This is an optimization exercise on Yosys and OpenROAD, whose aim is small area, a short achievable clock period and few clock cycles, not a production implementation.
In this exercise RTL edits were held to simulation tests only and were not proved equivalent to the original.
No activity file was given, so power comes from the tool's default toggle rates.

==> run a <==
==> flow/design.v <==
module lzw_decoder (
    input  wire       clk,
    input  wire       rst,
    input  wire       start,
    input  wire [7:0] in_data,
    input  wire       in_valid,
    input  wire       in_last,
    output wire       in_ready,
    output wire [7:0] out_data,
    output wire       out_valid,
    input  wire       out_ready,
    output wire       done,
    output wire [1:0] status
);
    localparam [8:0] CAP = 9'd511;              
    localparam       RA  = 5;                   
    localparam       RB  = 1 << RA;             
    localparam       FA  = 3;                   
    localparam       CA  = 2;                   
    localparam [1:0] ST_END = 2'd0, ST_CORRUPT = 2'd1, ST_EOS = 2'd2;
    function [7:0] rotr3;
        input [7:0] v;
        rotr3 = {v[2:0], v[7:3]};
    endfunction
    reg          run;           
    reg          done_r;
    reg [1:0]    status_r;
    reg [23:0]   bb;
    reg [4:0]    nb;
    reg          src_done;      
    reg          f_ok;          
    reg          f_eof;         
    reg          rdy;           
    reg [8:0]    dlen;          
    reg          prev_empty;
    reg [8:0]    prev_code;     
    reg [19:0]   cq [0:(1<<CA)-1];
    reg [CA-1:0] ch, ct;
    reg [CA:0]   cn;
    reg [8:0]    dict_prefix [2:254];
    reg [7:0]    dict_byte   [2:254];
    reg [8:0]    dpref;
    reg [7:0]    dbyte;
    reg          wact;          
    reg [8:0]    wcode;         
    reg          wext;          
    reg [8:0]    top_code;      
    reg          top_ext;
    reg          wfirst;        
    reg [7:0]    wcnt;          
    reg [7:0]    wlast;         
    reg          wgrow;         
    reg [7:0]    widx;
    reg [8:0]    wprev;         
    reg [8:0]    wpc;           
    reg [7:0]    prev_first;    
    reg [15:0]   prev_rep;      
    reg          tail_pend;     
    reg          wtail;         
    reg [15:0]   tail_cnt;
    reg [7:0]    ring [0:RB-1];
    reg [RA-1:0] wp;
    reg [RA-1:0] fq [0:(1<<FA)-1];
    reg [FA-1:0] fh, ft;
    reg [FA:0]   fn;
    reg          ract;          
    reg [RA-1:0] rp, re;        
    reg [RA-1:0] csm;           
    reg          ov;
    reg [7:0]    od;
    wire [8:0]   code    = bb[8:0];
    wire         have    = (nb >= 5'd9);
    wire         c_rst   = (code == 9'd257);
    wire         c_self  = (code == dlen);
    wire         full    = (dlen == CAP);
    wire         front_term = have ? !f_ok : src_done;
    wire [1:0]   front_stat = !have ? ST_EOS : (f_eof ? ST_END : ST_CORRUPT);
    wire         cq_room = !cn[CA];
    wire         dec     = run && !done_r && have && f_ok && cq_room;
    wire         enq     = dec && !c_rst && !(c_self && prev_empty);
    wire         e_ext   = c_self && !full;
    wire         e_tail  = c_self && full;
    wire         e_grow  = c_self ? !full : (!prev_empty && !full);
    wire [8:0]   e_code  = c_self ? prev_code : code;
    wire [19:0]  cq_in   = {e_ext, e_tail, e_grow, dlen[7:0], e_code};
    wire         fq_any  = (fn != 0);
    wire         rbusy   = ract | fq_any;
    wire [RA-1:0] rtop   = ract ? re : csm;
    wire         wr_ok   = !rbusy || (wp != rtop);
    wire         fq_room = !fn[FA];
    always @* begin
        dpref = dict_prefix[wcode[7:0]];
        dbyte = dict_byte[wcode[7:0]];
    end
    wire         is_root = !wext && !wcode[8];
    wire [7:0]   wbyte   = wext ? prev_first : (wcode[8] ? dbyte : rotr3(wcode[7:0]));
    wire         pass_end  = wfirst ? is_root : (wcnt == wlast);
    wire         long_pass = (wcnt >= RB);
    wire         push_end  = pass_end && !long_pass;
    wire         wstep   = wact && wr_ok && (!push_end || fq_room);
    wire         tstep   = wtail && wr_ok && fq_room;
    wire         push    = (wstep && push_end) || tstep;
    wire         wfree   = (!wact && !wtail) ||
                           (wstep && push_end && !tail_pend) ||
                           (tstep && tail_cnt == 16'd1);
    wire [19:0]  cq_head = cq[ch];
    wire         deq     = wfree && (cn != 0);
    wire [RA-1:0] fhead  = fq[fh];
    wire [RA-1:0] a_rp   = ract ? rp : fhead;
    wire [RA-1:0] a_re   = ract ? re : csm;
    wire         rd      = rbusy && (!ov || out_ready);
    wire         pop     = rd && !ract;
    wire         idle_all = !wact && !wtail && (cn == 0) && !rbusy && !ov;
    assign in_ready  = !start && rdy;
    wire         take    = in_valid && in_ready;
    wire [23:0]  bb_ins  = bb | (take ? ({16'd0, in_data} << nb) : 24'd0);
    wire [4:0]   nb_ins  = nb + (take ? 5'd8 : 5'd0);
    wire [23:0]  bb_n    = dec ? (bb_ins >> 9) : bb_ins;
    wire [4:0]   nb_n    = dec ? (nb_ins - 5'd9) : nb_ins;
    wire [8:0]   dlen_n  = !dec ? dlen :
                           c_rst ? 9'd258 :
                           (!prev_empty && !full) ? (dlen + 9'd1) : dlen;
    wire         done_set = run && !done_r && front_term && idle_all;
    wire         f_ok_n  = (bb_n[8:0] != 9'd256) && (bb_n[8:0] <= dlen_n);
    wire         rdy_n   = run && !done_r && !done_set && !src_done && !(take && in_last) &&
                           ((nb_n <= 5'd8) || ((nb_n <= 5'd15) && f_ok_n));
    assign out_valid = ov;
    assign out_data  = od;
    assign done      = done_r;
    assign status    = status_r;
    always @(posedge clk) begin
        if (!rst && !start && wact && wfirst && wgrow) begin
            dict_prefix[widx] <= wprev;
            dict_byte[widx]   <= rotr3(wcode[7:0]);
        end
        if (!rst && !start && (wstep || tstep))
            ring[wp] <= wbyte;
        if (!rst && !start && push)
            fq[ft] <= wp;
        if (!rst && !start && enq)
            cq[ct] <= cq_in;
        if (rd)
            od <= ring[a_rp];
    end
    always @(posedge clk) begin
        if (rst) begin
            run        <= 1'b0;
            done_r     <= 1'b0;
            status_r   <= ST_END;
            bb         <= 24'd0;
            nb         <= 5'd0;
            src_done   <= 1'b0;
            f_ok       <= 1'b1;
            f_eof      <= 1'b0;
            rdy        <= 1'b0;
            dlen       <= 9'd258;
            prev_empty <= 1'b1;
            ch         <= 0;
            ct         <= 0;
            cn         <= 0;
            wact       <= 1'b0;
            prev_rep   <= 16'd0;
            tail_pend  <= 1'b0;
            wtail      <= 1'b0;
            wp         <= {RA{1'b1}};
            fh         <= 0;
            ft         <= 0;
            fn         <= 0;
            ract       <= 1'b0;
            csm        <= {RA{1'b1}};
            ov         <= 1'b0;
        end else if (start) begin
            run        <= 1'b1;
            done_r     <= 1'b0;
            status_r   <= ST_END;
            bb         <= 24'd0;
            nb         <= 5'd0;
            src_done   <= 1'b0;
            f_ok       <= 1'b1;
            f_eof      <= 1'b0;
            rdy        <= 1'b1;
            dlen       <= 9'd258;
            prev_empty <= 1'b1;
            ch         <= 0;
            ct         <= 0;
            cn         <= 0;
            wact       <= 1'b0;
            prev_rep   <= 16'd0;
            tail_pend  <= 1'b0;
            wtail      <= 1'b0;
            wp         <= {RA{1'b1}};
            fh         <= 0;
            ft         <= 0;
            fn         <= 0;
            ract       <= 1'b0;
            csm        <= {RA{1'b1}};
            ov         <= 1'b0;
        end else begin
            if (take)
                src_done <= in_last;
            bb    <= bb_n;
            nb    <= nb_n;
            dlen  <= dlen_n;
            f_ok  <= f_ok_n;
            f_eof <= (bb_n[8:0] == 9'd256);
            rdy   <= rdy_n;
            if (dec) begin
                if (c_rst) begin
                    prev_empty <= 1'b1;
                end else if (c_self) begin
                    if (!prev_empty && !full)
                        prev_code <= code;
                end else begin
                    prev_code  <= code;
                    prev_empty <= 1'b0;
                end
            end
            if (enq)
                ct <= ct + 1'b1;
            if (deq)
                ch <= ch + 1'b1;
            cn <= cn + enq - deq;
            if (done_set) begin
                done_r   <= 1'b1;
                status_r <= front_stat;
            end
            if (wact && wfirst && is_root)
                prev_first <= rotr3(wcode[7:0]);
            if (wstep || tstep)
                wp <= wp - 1'b1;
            if (wstep) begin
                wcnt <= wcnt + 8'd1;
                if (!wext)
                    wcode <= dpref;
                wext <= 1'b0;
                if (pass_end) begin
                    if (long_pass) begin
                        wcode  <= top_code;
                        wext   <= top_ext;
                        wfirst <= 1'b0;
                        wcnt   <= 8'd0;
                        wlast  <= wcnt - RB;
                    end else begin
                        wact <= 1'b0;
                        if (tail_pend) begin
                            tail_pend <= 1'b0;
                            wtail     <= 1'b1;
                            wext      <= 1'b1;
                        end
                    end
                end
            end
            if (tstep) begin
                tail_cnt <= tail_cnt - 16'd1;
                if (tail_cnt == 16'd1)
                    wtail <= 1'b0;
            end
            if (deq) begin
                wact      <= 1'b1;
                wcode     <= cq_head[8:0];
                top_code  <= cq_head[8:0];
                wext      <= cq_head[19];
                top_ext   <= cq_head[19];
                tail_pend <= cq_head[18];
                wgrow     <= cq_head[17];
                widx      <= cq_head[16:9];
                wprev     <= wpc;
                if (cq_head[19])
                    wpc <= {1'b1, cq_head[16:9]};
                else if (!cq_head[18])
                    wpc <= cq_head[8:0];
                wfirst    <= 1'b1;
                wcnt      <= 8'd0;
                if (cq_head[18]) begin
                    tail_cnt <= prev_rep + 16'd1;
                    prev_rep <= prev_rep + 16'd1;
                end else begin
                    prev_rep <= 16'd0;
                end
            end
            if (push)
                ft <= ft + 1'b1;
            if (pop)
                fh <= fh + 1'b1;
            fn <= fn + push - pop;
            if (rd) begin
                ov <= 1'b1;
                if (!ract)
                    csm <= fhead - 1'b1;
                if (a_rp == a_re) begin
                    ract <= 1'b0;
                end else begin
                    ract <= 1'b1;
                    rp   <= a_rp + 1'b1;
                    re   <= a_re;
                end
            end else if (out_ready) begin
                ov <= 1'b0;
            end
            if (wstep && pass_end && long_pass) begin
                ract <= 1'b1;
                rp   <= wp;
                re   <= wp - 1'b1;
                csm  <= wp - 1'b1;
            end
        end
    end
endmodule
==> flow/run.sh <==
#!/bin/bash
# synth_recipe.tcl (not shown) runs the flow's synth.tcl, then flattens the netlist and writes it again
# the make line also repeats each setting of config.mk as NAME=value (left out here)
make -C /OpenROAD-flow-scripts/flow DESIGN_CONFIG=/design/flow/config.mk WORK_HOME=/design/flow/orfs CLKGATE_MAP_FILE= SYNTH_SCRIPT=/design/flow/synth_recipe.tcl finish
==> flow/config.mk <==
export PLATFORM = sky130hd
export DESIGN_NAME = lzw_decoder
export DESIGN_NICKNAME = lzw_decoder
export VERILOG_FILES = /design/flow/design.v
export SDC_FILE = /design/flow/constraint.sdc
export NUM_CORES = 4
export LEC_CHECK = 0
export CAP_MARGIN = 20
export CORE_MARGIN = 2
export CORE_UTILIZATION = 40
export SETUP_SLACK_MARGIN = 3.5
export SLEW_MARGIN = 20
export SYNTH_MEMORY_MAX_BITS = 16384
==> flow/constraint.sdc <==
create_clock -name core_clock -period 8.0 [get_ports {clk}]
set_input_delay 1.6000 -clock core_clock [delete_from_list [all_inputs] [get_ports {clk}]]
set_output_delay 1.6000 -clock core_clock [all_outputs]
set_load 0.01 [all_outputs]
==> run b (differences from run a) <==
--- a/flow/design.v
+++ b/flow/design.v
@@ -38,10 +38,20 @@
     reg [CA-1:0] ch, ct;
     reg [CA:0]   cn;
-    reg [8:0]    dict_prefix [2:254];
-    reg [7:0]    dict_byte   [2:254];
+    localparam [8:0] PX1 = 9'h1ff, PX2 = 9'h155, PX3 = 9'h0aa;
+    localparam [7:0] BX1 = 8'hff,  BX2 = 8'h55,  BX3 = 8'haa;
+    reg [8:0]    dict_prefix0 [2:63];
+    reg [8:0]    dict_prefix1 [0:63];
+    reg [8:0]    dict_prefix2 [0:63];
+    reg [8:0]    dict_prefix3 [0:62];
+    reg [7:0]    dict_byte0   [2:63];
+    reg [7:0]    dict_byte1   [0:63];
+    reg [7:0]    dict_byte2   [0:63];
+    reg [7:0]    dict_byte3   [0:62];
     reg [8:0]    dpref;
     reg [7:0]    dbyte;
     reg          wact;          
     reg [8:0]    wcode;         
+    localparam [5:0] QX1 = 6'b111111, QX2 = 6'b010101, QX3 = 6'b101010;
+    reg [5:0]    wq0, wq1, wq2, wq3;
     reg          wext;          
     reg [8:0]    top_code;      
@@ -52,5 +62,13 @@
     reg          wgrow;         
     reg [7:0]    widx;
-    reg [8:0]    wprev;         
+    reg          pw_en;         
+    reg [7:0]    pw_idx;
+    reg [8:0]    pw_d0, pw_d1, pw_d2, pw_d3;
+    reg          bw_en;         
+    reg [7:0]    bw_idx;
+    reg [7:0]    bw_d0, bw_d1, bw_d2, bw_d3;
+    reg          hz;            
+    reg          wr_ok;         
+    reg          fq_room;       
     reg [8:0]    wpc;           
     reg [7:0]    prev_first;    
@@ -87,12 +105,22 @@
     wire         rbusy   = ract | fq_any;
     wire [RA-1:0] rtop   = ract ? re : csm;
-    wire         wr_ok   = !rbusy || (wp != rtop);
-    wire         fq_room = !fn[FA];
+    wire [8:0]   dp0 = dict_prefix0[wq0];
+    wire [8:0]   dp1 = dict_prefix1[wq1 ^ QX1];
+    wire [8:0]   dp2 = dict_prefix2[wq2 ^ QX2];
+    wire [8:0]   dp3 = dict_prefix3[wq3 ^ QX3];
+    wire [7:0]   db0 = dict_byte0[wq0];
+    wire [7:0]   db1 = dict_byte1[wq1 ^ QX1];
+    wire [7:0]   db2 = dict_byte2[wq2 ^ QX2];
+    wire [7:0]   db3 = dict_byte3[wq3 ^ QX3];
     always @* begin
-        dpref = dict_prefix[wcode[7:0]];
-        dbyte = dict_byte[wcode[7:0]];
+        case (wcode[7:6])
+        2'd0: begin dpref = dp0; dbyte = db0; end
+        2'd1: begin dpref = dp1; dbyte = db1; end
+        2'd2: begin dpref = dp2; dbyte = db2; end
+        default: begin dpref = dp3; dbyte = db3; end
+        endcase
     end
     wire         is_root = !wext && !wcode[8];
-    wire [7:0]   wbyte   = wext ? prev_first : (wcode[8] ? dbyte : rotr3(wcode[7:0]));
+    wire [7:0]   wbyte   = (wext || hz) ? prev_first : (wcode[8] ? dbyte : rotr3(wcode[7:0]));
     wire         pass_end  = wfirst ? is_root : (wcnt == wlast);
     wire         long_pass = (wcnt >= RB);
@@ -106,4 +134,7 @@
     wire [19:0]  cq_head = cq[ch];
     wire         deq     = wfree && (cn != 0);
+    wire [8:0]   wcode_n = deq ? cq_head[8:0] :
+                           (pass_end && long_pass) ? top_code :
+                           (wext ? wcode : dpref);
     wire [RA-1:0] fhead  = fq[fh];
     wire [RA-1:0] a_rp   = ract ? rp : fhead;
@@ -112,4 +143,11 @@
     wire         pop     = rd && !ract;
     wire         idle_all = !wact && !wtail && (cn == 0) && !rbusy && !ov;
+    wire         lload   = wstep && pass_end && long_pass;
+    wire         ract_n  = lload || (rd ? (a_rp != a_re) : ract);
+    wire [RA-1:0] re_n   = lload ? (wp - 1'b1) : ((rd && a_rp != a_re) ? a_re : re);
+    wire [RA-1:0] csm_n  = lload ? (wp - 1'b1) : ((rd && !ract) ? (fhead - 1'b1) : csm);
+    wire [FA:0]  fn_n    = fn + push - pop;
+    wire [RA-1:0] wp_n   = (wstep || tstep) ? (wp - 1'b1) : wp;
+    wire         wr_ok_n = !(ract_n || (fn_n != 0)) || (wp_n != (ract_n ? re_n : csm_n));
     assign in_ready  = !start && rdy;
     wire         take    = in_valid && in_ready;
@@ -122,7 +160,12 @@
                            (!prev_empty && !full) ? (dlen + 9'd1) : dlen;
     wire         done_set = run && !done_r && front_term && idle_all;
-    wire         f_ok_n  = (bb_n[8:0] != 9'd256) && (bb_n[8:0] <= dlen_n);
+    wire [8:0]   dlen_d  = c_rst ? 9'd258 : ((!prev_empty && !full) ? (dlen + 9'd1) : dlen);
+    wire         ok_k    = (bb_ins[8:0] != 9'd256) && (bb_ins[8:0] <= dlen);
+    wire         ok_d    = (bb_ins[17:9] != 9'd256) && (bb_ins[17:9] <= dlen_d);
+    wire         f_ok_n  = dec ? ok_d : ok_k;
+    wire         rdy_k   = (nb_ins <= 5'd8) || ((nb_ins <= 5'd15) && ok_k);
+    wire         rdy_d   = (nb_ins <= 5'd17) || ((nb_ins <= 5'd24) && ok_d);
     wire         rdy_n   = run && !done_r && !done_set && !src_done && !(take && in_last) &&
-                           ((nb_n <= 5'd8) || ((nb_n <= 5'd15) && f_ok_n));
+                           (dec ? rdy_d : rdy_k);
     assign out_valid = ov;
     assign out_data  = od;
@@ -130,13 +173,35 @@
     assign status    = status_r;
     always @(posedge clk) begin
-        if (!rst && !start && wact && wfirst && wgrow) begin
-            dict_prefix[widx] <= wprev;
-            dict_byte[widx]   <= rotr3(wcode[7:0]);
-        end
-        if (!rst && !start && (wstep || tstep))
+        if (pw_en && pw_idx[7:6] == 2'd0)
+            dict_prefix0[pw_idx[5:0]] <= pw_d0;
+        if (pw_en && pw_idx[7:6] == 2'd1)
+            dict_prefix1[pw_idx[5:0]] <= pw_d1 ^ PX1;
+        if (pw_en && pw_idx[7:6] == 2'd2)
+            dict_prefix2[pw_idx[5:0]] <= pw_d2 ^ PX2;
+        if (pw_en && pw_idx[7:6] == 2'd3)
+            dict_prefix3[pw_idx[5:0]] <= pw_d3 ^ PX3;
+        if (bw_en && bw_idx[7:6] == 2'd0)
+            dict_byte0[bw_idx[5:0]] <= bw_d0;
+        if (bw_en && bw_idx[7:6] == 2'd1)
+            dict_byte1[bw_idx[5:0]] <= bw_d1 ^ BX1;
+        if (bw_en && bw_idx[7:6] == 2'd2)
+            dict_byte2[bw_idx[5:0]] <= bw_d2 ^ BX2;
+        if (bw_en && bw_idx[7:6] == 2'd3)
+            dict_byte3[bw_idx[5:0]] <= bw_d3 ^ BX3;
+        pw_idx <= cq_head[16:9];
+        pw_d0  <= wpc;
+        pw_d1  <= wpc ^ PX1;
+        pw_d2  <= wpc ^ PX2;
+        pw_d3  <= wpc ^ PX3;
+        bw_idx <= widx;
+        bw_d0  <= rotr3(wcode[7:0]);
+        bw_d1  <= rotr3(wcode[7:0]) ^ BX1;
+        bw_d2  <= rotr3(wcode[7:0]) ^ BX2;
+        bw_d3  <= rotr3(wcode[7:0]) ^ BX3;
+        if ((wstep || tstep))
             ring[wp] <= wbyte;
-        if (!rst && !start && push)
+        if (push)
             fq[ft] <= wp;
-        if (!rst && !start && enq)
+        if (enq)
             cq[ct] <= cq_in;
         if (rd)
@@ -170,4 +235,8 @@
             csm        <= {RA{1'b1}};
             ov         <= 1'b0;
+            pw_en      <= 1'b0;
+            bw_en      <= 1'b0;
+            wr_ok      <= 1'b1;
+            fq_room    <= 1'b1;
         end else if (start) begin
             run        <= 1'b1;
@@ -196,5 +265,13 @@
             csm        <= {RA{1'b1}};
             ov         <= 1'b0;
+            pw_en      <= 1'b0;
+            bw_en      <= 1'b0;
+            wr_ok      <= 1'b1;
+            fq_room    <= 1'b1;
         end else begin
+            pw_en   <= deq && cq_head[17];
+            bw_en   <= wact && wfirst && wgrow && is_root;
+            wr_ok   <= wr_ok_n;
+            fq_room <= !fn_n[FA];
             if (take)
                 src_done <= in_last;
@@ -227,14 +304,19 @@
             if (wact && wfirst && is_root)
                 prev_first <= rotr3(wcode[7:0]);
+            if (wstep || deq) begin
+                wcode <= wcode_n;
+                wq0   <= wcode_n[5:0];
+                wq1   <= wcode_n[5:0] ^ QX1;
+                wq2   <= wcode_n[5:0] ^ QX2;
+                wq3   <= wcode_n[5:0] ^ QX3;
+            end
             if (wstep || tstep)
                 wp <= wp - 1'b1;
             if (wstep) begin
                 wcnt <= wcnt + 8'd1;
-                if (!wext)
-                    wcode <= dpref;
                 wext <= 1'b0;
+                hz   <= 1'b0;
                 if (pass_end) begin
                     if (long_pass) begin
-                        wcode  <= top_code;
                         wext   <= top_ext;
                         wfirst <= 1'b0;
@@ -258,5 +340,4 @@
             if (deq) begin
                 wact      <= 1'b1;
-                wcode     <= cq_head[8:0];
                 top_code  <= cq_head[8:0];
                 wext      <= cq_head[19];
@@ -265,5 +346,5 @@
                 wgrow     <= cq_head[17];
                 widx      <= cq_head[16:9];
-                wprev     <= wpc;
+                hz        <= wact && wgrow && (cq_head[8:0] == {1'b1, widx});
                 if (cq_head[19])
                     wpc <= {1'b1, cq_head[16:9]};
@@ -298,5 +379,5 @@
                 ov <= 1'b0;
             end
-            if (wstep && pass_end && long_pass) begin
+            if (lload) begin
                 ract <= 1'b1;
                 rp   <= wp;
- CORE_UTILIZATION: 40 -> 70
- CTS_CLUSTER_DIAMETER: not set -> 70
- CTS_CLUSTER_SIZE: not set -> 25
- SETUP_SLACK_MARGIN: 3.5 -> 4.6
==> run c (differences from run a) <==
--- a/flow/design.v
+++ b/flow/design.v
@@ -89,7 +89,14 @@
     wire         wr_ok   = !rbusy || (wp != rtop);
     wire         fq_room = !fn[FA];
+    integer      k;
     always @* begin
-        dpref = dict_prefix[wcode[7:0]];
-        dbyte = dict_byte[wcode[7:0]];
+        dpref = 9'd0;
+        dbyte = 8'd0;
+        for (k = 2; k <= 254; k = k + 1) begin
+            if (wcode[7:0] == k) begin
+                dpref = dpref | dict_prefix[k];
+                dbyte = dbyte | dict_byte[k];
+            end
+        end
     end
     wire         is_root = !wext && !wcode[8];
@@ -130,10 +137,10 @@
     assign status    = status_r;
     always @(posedge clk) begin
-        if (!rst && !start && wact && wfirst && wgrow) begin
+        if (!rst && !start && wact && wfirst && is_root && wgrow) begin
             dict_prefix[widx] <= wprev;
             dict_byte[widx]   <= rotr3(wcode[7:0]);
         end
         if (!rst && !start && (wstep || tstep))
-            ring[wp] <= wbyte;
+            ring[wp] <= wtail ? prev_first : wbyte;
         if (!rst && !start && push)
             fq[ft] <= wp;
@@ -156,11 +163,25 @@
             dlen       <= 9'd258;
             prev_empty <= 1'b1;
+            prev_code  <= 9'd0;
             ch         <= 0;
             ct         <= 0;
             cn         <= 0;
             wact       <= 1'b0;
+            wcode      <= 9'd0;
+            wext       <= 1'b0;
+            top_code   <= 9'd0;
+            top_ext    <= 1'b0;
+            wfirst     <= 1'b0;
+            wcnt       <= 8'd0;
+            wlast      <= 8'd0;
+            wgrow      <= 1'b0;
+            widx       <= 8'd0;
+            wprev      <= 9'd0;
+            wpc        <= 9'd0;
+            prev_first <= 8'd0;
             prev_rep   <= 16'd0;
             tail_pend  <= 1'b0;
             wtail      <= 1'b0;
+            tail_cnt   <= 16'd0;
             wp         <= {RA{1'b1}};
             fh         <= 0;
@@ -168,4 +189,6 @@
             fn         <= 0;
             ract       <= 1'b0;
+            rp         <= 0;
+            re         <= 0;
             csm        <= {RA{1'b1}};
             ov         <= 1'b0;
@@ -246,5 +269,4 @@
                             tail_pend <= 1'b0;
                             wtail     <= 1'b1;
-                            wext      <= 1'b1;
                         end
                     end
- CORE_UTILIZATION: 40 -> 60
- SETUP_SLACK_MARGIN: 3.5 -> not set
==> run summary <==
quantity	run b	run a	run c
Clock buf count	307	566	-
Endpoint required time on the critical path	8.63 ns	8.59 ns	-
Initial drt markers	14930	14210	-
Leakage power total	65.28 nW	67.64 nW	-
Share of Yosys cell area claimed by the top area cell type	0.7429	0.7521	0.7643
Slew of the pin with the lowest slew margin	1.230 ns	1.309 ns	-
Total number of tap cells	3705	6400	-
Chip Width	529.9 um	695.6 um	557.9 um
Net switching fraction of the power	0.2678	0.3178	-
Switching component of the power	14.85 mW	22.75 mW	-
Final-layout fill cell count	14390	39690	-
Die outline height	529.9 um	695.6 um	557.9 um
Relative slew slack	0.1771	0.1273	-
Critical path startpoint category	flip-flop	input port	-
Routed length per placed instance	37.40 um	33.13 um	-
Depth of the CTS H-tree	4	5	5
Fraction of area in multi-input gates	0.2157	0.2009	-
Endpoints failing setup	0	0	-
Final Max Slew Viols	0	0	-
Max FO, Critical Path	8	17	-
Reg2Reg Depth	14	10	-
Worst min-delay path endpoint	pw_d0[8]	wprev[6]	-
Critical hold path startpoint	wpc[8]	wpc[6]	-
Post-CTS Setup Inserts	150	72	0
Adder and majority cell fraction of the synthesized area	0.003567	0.002825	0.003005
Run status	complete, no violations	complete, no violations	stopped before the end
Last stage reached	-	-	global routing
Clock latency on the worst-skew pair	0.98 ns	1.04 ns	-
Testbench counts of run a, summed over its fixed seeds: cycles 175,784.
Testbench counts of run b, summed over its fixed seeds: cycles 175,784.
Testbench counts of run c, summed over its fixed seeds: cycles 175,784.

[separate check: timing with driven ports]
The flow's constraints put no driver on any port. The routed layouts listed below were extracted and timed again, unchanged, in two steps.
Step 1, drivers: a clkbuf_16 drives clk and a buf_2 each remaining input, both assumed.
Step 2 also shifts input and output timing later by t, the mid clock arrival at the registers, as if the neighbouring blocks saw the same clock.
Three values: ideal, step 1, step 2; two values: the first two.
| run | t, ns | slack for setup (ns) | worst setup path at the end |
|---|---|---|---|
| run a | 1.130 | 3.156 / 3.251 / 2.121 | input to register |
| run b | 1.070 | 3.711 / 3.711 / 3.186 | input to register |
After both steps every run listed still meets setup and hold. The setup slack of run a, which loses most, moves by +0.095 ns with the drivers and by -1.035 ns with both steps.
